Background: an optimization exercise with open tools, aiming at a short achievable clock period. Do not read the settings as production practice. RTL that was checked went through simulation tests only; none was proved equivalent to the original. No activity file was given, so power comes from the tool's default toggle rates.

Design twms, start of the top module:
module twms (
  input  logic        clk,
  input  logic        rst,           
  input  logic        cmd_valid,
  input  logic [1:0]  cmd_port,      
  input  logic [31:0] cmd_word,
  output logic        rsp_valid,
  output logic        rsp_ok,
  output logic [31:0] rsp_data,
  output logic [1:0]  bo0_cnt,       
  output logic [10:0] bo0_act0,
  output logic [10:0] bo0_act1,
  output logic [1:0]  bo1_cnt,       
  output logic [10:0] bo1_act0,
  output logic [10:0] bo1_act1,
  output logic        sleep_valid,   
  output logic [2:0]  sleep_level,
  output logic        pwr_asleep,    
  output logic [2:0]  pwr_level,
  output logic        halt,          
  output logic [2:0]  fcode,
  output logic [7:0]  finfo
);
  localparam logic [10:0] BA_START = 11'h000, BA_STOP = 11'h100, BA_TX = 11'h400;
  logic [1:0][2:0]  st_q;
  logic [1:0]       avail_q;
  logic [1:0]       mode_q;
  logic [1:0][6:0]  paddr_q;
  logic [1:0][7:0]  raddr_q;
  logic [1:0][2:0]  rem_q;
  logic [1:0][31:0] buf_q;
  logic [1:0][31:0] evoh_q;      
  logic [1:0][2:0]  if_q;
  logic [1:0][2:0]  ien_q;
  logic [1:0][7:0]  rxdata_q;
  logic [31:0]      ev_q;
  logic [4:0][4:0]  vt_q;        
  logic [1:0]       rem1_q, rem2_q;    
  logic [1:0][3:0]  rl1_q, rl2_q;      
  logic [1:0]       x_xs;        
  logic [1:0]       x_bw;        
  logic [1:0][2:0]  x_hv;        
  logic             x_dlv;       
  logic [1:0][2:0]  x_irq;       
  logic [1:0][2:0]  x_clr;       
  logic [1:0]       x_ien;       
  logic             x_evpost, x_evclr;
  logic [4:0]       x_vinc, x_vdec;
  logic             f_mode;
  logic [6:0]       f_paddr;
  logic [7:0]       f_raddr;
  logic [2:0]       f_cnt;
  logic             f_cnt1;      
  logic [3:0]       f_cl;        
  logic [31:0]      f_evoh;
  logic [3:0]       f_lane;
  logic [7:0]       f_byte;
  logic [2:0]       f_ien;
  logic             rsp_valid_q, rsp_okn_q;
  logic [31:0]      rsp_data_q;    
  logic [1:0][1:0]  bo_cnt_q;
  logic [1:0][10:0] bo_a0_q;
  ...
Size in the first run: about 2900 cells after synthesis, about 140 I/O pins.
==> flow/config.mk <==
export PLATFORM = sky130hd
export DESIGN_NAME = twms
export DESIGN_NICKNAME = twms
export VERILOG_FILES = /design/flow/design.v
export SDC_FILE = /design/flow/constraint.sdc
export NUM_CORES = 4
export LEC_CHECK = 0
export CAP_MARGIN = 20
export CORE_MARGIN = 2
export CORE_UTILIZATION = 40
export PLACE_DENSITY = 0.6
export SLEW_MARGIN = 20
export SYNTH_HIERARCHICAL = 1
export SYNTH_MINIMUM_KEEP_SIZE = 0
==> flow/constraint.sdc <==
create_clock -name core_clock -period 10.0 [get_ports {clk}]
set_input_delay 2.0000 -clock core_clock [delete_from_list [all_inputs] [get_ports {clk}]]
set_output_delay 2.0000 -clock core_clock [all_outputs]
set_load 0.01 [all_outputs]
standard.sh (not shown) runs the stock make flow with config.mk's settings and CLKGATE_MAP_FILE= SYNTH_SCRIPT=/design/flow/synth_recipe.tcl, a recipe that flattens the netlist after the stock synthesis.
==> flow/flow/run.sh <==
#!/bin/bash
# Layout flow: the standard ORFS flow, with timing repair aimed at a setup
# slack margin well above what the 10 ns clock asks for, so that the resizer
# keeps working on the critical paths (the SDC is unchanged), and a last
# max-slew/max-cap repair after global routing (flow/post_grt.tcl). Port
# buffers are buf_4 (ORFS would pick a delay cell, clkdlybuf4s50_1).
# The platform's don't-use cells are extended with the slow high-stack gates
# (flow/dont_use.txt), for synthesis and for the resizer alike.
# make's output goes to standard_flow.log; each ORFS step logs under orfs/logs/.
set -euo pipefail
MARGIN=${MARGIN:-7.0}
DONT_USE=$(tr '\n' ' ' < flow/dont_use.txt)
bash standard.sh SETUP_SLACK_MARGIN=$MARGIN TNS_END_PERCENT=100 \
  "DONT_USE_CELLS=$DONT_USE" \
  "BUFFER_PORTS_ARGS=-buffer_cell sky130_fd_sc_hd__buf_4" \
  POST_GLOBAL_ROUTE_TCL=$PWD/flow/post_grt.tcl finish > standard_flow.log 2>&1
Other scripts of this flow, unchanged in this note and not shown: flow/flow/dont_use.txt, flow/flow/post_grt.tcl
==> next run, changes <==
--- a/flow/design.v
+++ b/flow/design.v
@@ -399,30 +399,20 @@
              (g_z7_3 && (((g_op[8] || g_op[9]) && g_z2724 && g_lvl) ||
                          (g_op[13] && (cmd_word[25:24] == 2'd1) && g_b))))) ||
            (g_env && ((g_op[13] && g_z2524 && g_z218 && g_ik && g_b) ||
                       (g_op[14] && (cmd_word[27:24] == 4'd1) && g_z238 && g_z7_0))) ||
            (g_sev && g_op[12] && g_z238 && g_sk && g_b);
     g_fstat = g_host && g_op[14] && g_z2724 && g_z238 && g_z7_0;
     g_busy  = (g_op[1] || g_op[3]) && !avail_n[cmd_word[26]];
     c4 = v && h && !g_fstat;
     c1 = v && !h && !g_wf;
-    c2 = !h && ((g_host && g_op[1] && (cmd_word[6:5] == 2'b0) && (!g_b || !g_cnt)) ||
-                (g_host && g_z238 &&
-                 ((g_op[3] && !g_b) ||
-                  (g_z7_0 && (((g_op[2] || g_op[4]) && g_z2524) ||
-                              (g_op[13] && (cmd_word[25:24] == 2'd2))) && !g_b) ||
-                  (g_z7_3 && (((g_op[8] || g_op[9]) && g_z2724 && !g_lvl) ||
-                              (g_op[13] && (cmd_word[25:24] == 2'd1) && !g_b))))) ||
-                (g_env && g_op[13] && g_z2524 && g_z218 && g_ik && !g_b) ||
-                (g_sev && g_op[12] && g_z238 && g_sk && !g_b));
-    c3 = !h && g_b && !avail_n[cmd_word[26]] &&
-          ((g_host && g_op[1] && (cmd_word[6:5] == 2'b0) && g_cnt) ||
-           (g_host && g_op[3] && g_z238));
+    c2 = !h && g_wf && !g_go;
+    c3 = !h && g_go && g_busy;
     ck_xs  = v && (cmd_port == 2'd0) && (cmd_word[6:5] == 2'b0) && !cmd_word[27] &&
              (cmd_word[9:7] != 3'd0) && (cmd_word[9:7] <= 3'd4);
     ck_em  = v && (cmd_port == 2'd0) && (cmd_word[27:3] == 25'b0);
     ck_sub = v && (cmd_port == 2'd2) && (cmd_word[23:8] == 16'b0) && !cmd_word[27] &&
              ((cmd_word[25:24] == 2'd1) ||
               (((cmd_word[25:24] == 2'd0) || (cmd_word[25:24] == 2'd2)) && (cmd_word[7:0] == 8'b0)));
     sp_xs  = (cmd_word[31:28] == 4'h1) && avail_n[cmd_word[26]] && vfull[2];
     sp_blk = (cmd_word[31:28] == 4'h8) && (cmd_word[2:0] <= 3'd4) && vfull[cmd_word[2:0]];
     sp_unb = (cmd_word[31:28] == 4'h9) && (cmd_word[2:0] <= 3'd4) && vzero[cmd_word[2:0]];
What happened: Power rises by a few percent; non-clock buffer count falls by 19; synthesized area stays flat; clock power rises by a few percent; die area barely changes; utilization falls by 0.37 points; wire length falls by a few percent.
For the first run of this note, only the layout was checked, not whether the RTL still works.

==> separate check: timing with driven ports <==
In the flow no input, the clock included, has a driving cell. The finished layouts below were timed again as built, in two steps.
Step 1 (the two cells are an assumption about what drives the block):
set clk [get_ports {clk}]
set_driving_cell -lib_cell sky130_fd_sc_hd__clkbuf_16 $clk
set_driving_cell -lib_cell sky130_fd_sc_hd__buf_2 [delete_from_list [all_inputs] $clk]
Step 2 also shifts input and output timing later by t, the mid clock arrival at the registers, as if the neighbouring blocks saw the same clock.
Slacks: ideal / step 1 / step 2; pairs: ideal / step 1.
run	t (ns)	slack for setup (ns)	hold slack, ns	worst setup path at the end	worst register clock-pin slew, ns
the first run	0.684	6.826 / 6.762 / 6.148	0.459 / 0.459 / 0.459	input to register	0.07 / 0.07
the second run	0.682	6.836 / 6.773 / 6.182	0.474 / 0.474 / 0.474	input to register	0.07 / 0.07
After both steps setup and hold are still met in every run listed. For the first run, which loses most, drivers alone change the setup slack by -0.064 ns; drivers and shift together by -0.678 ns.
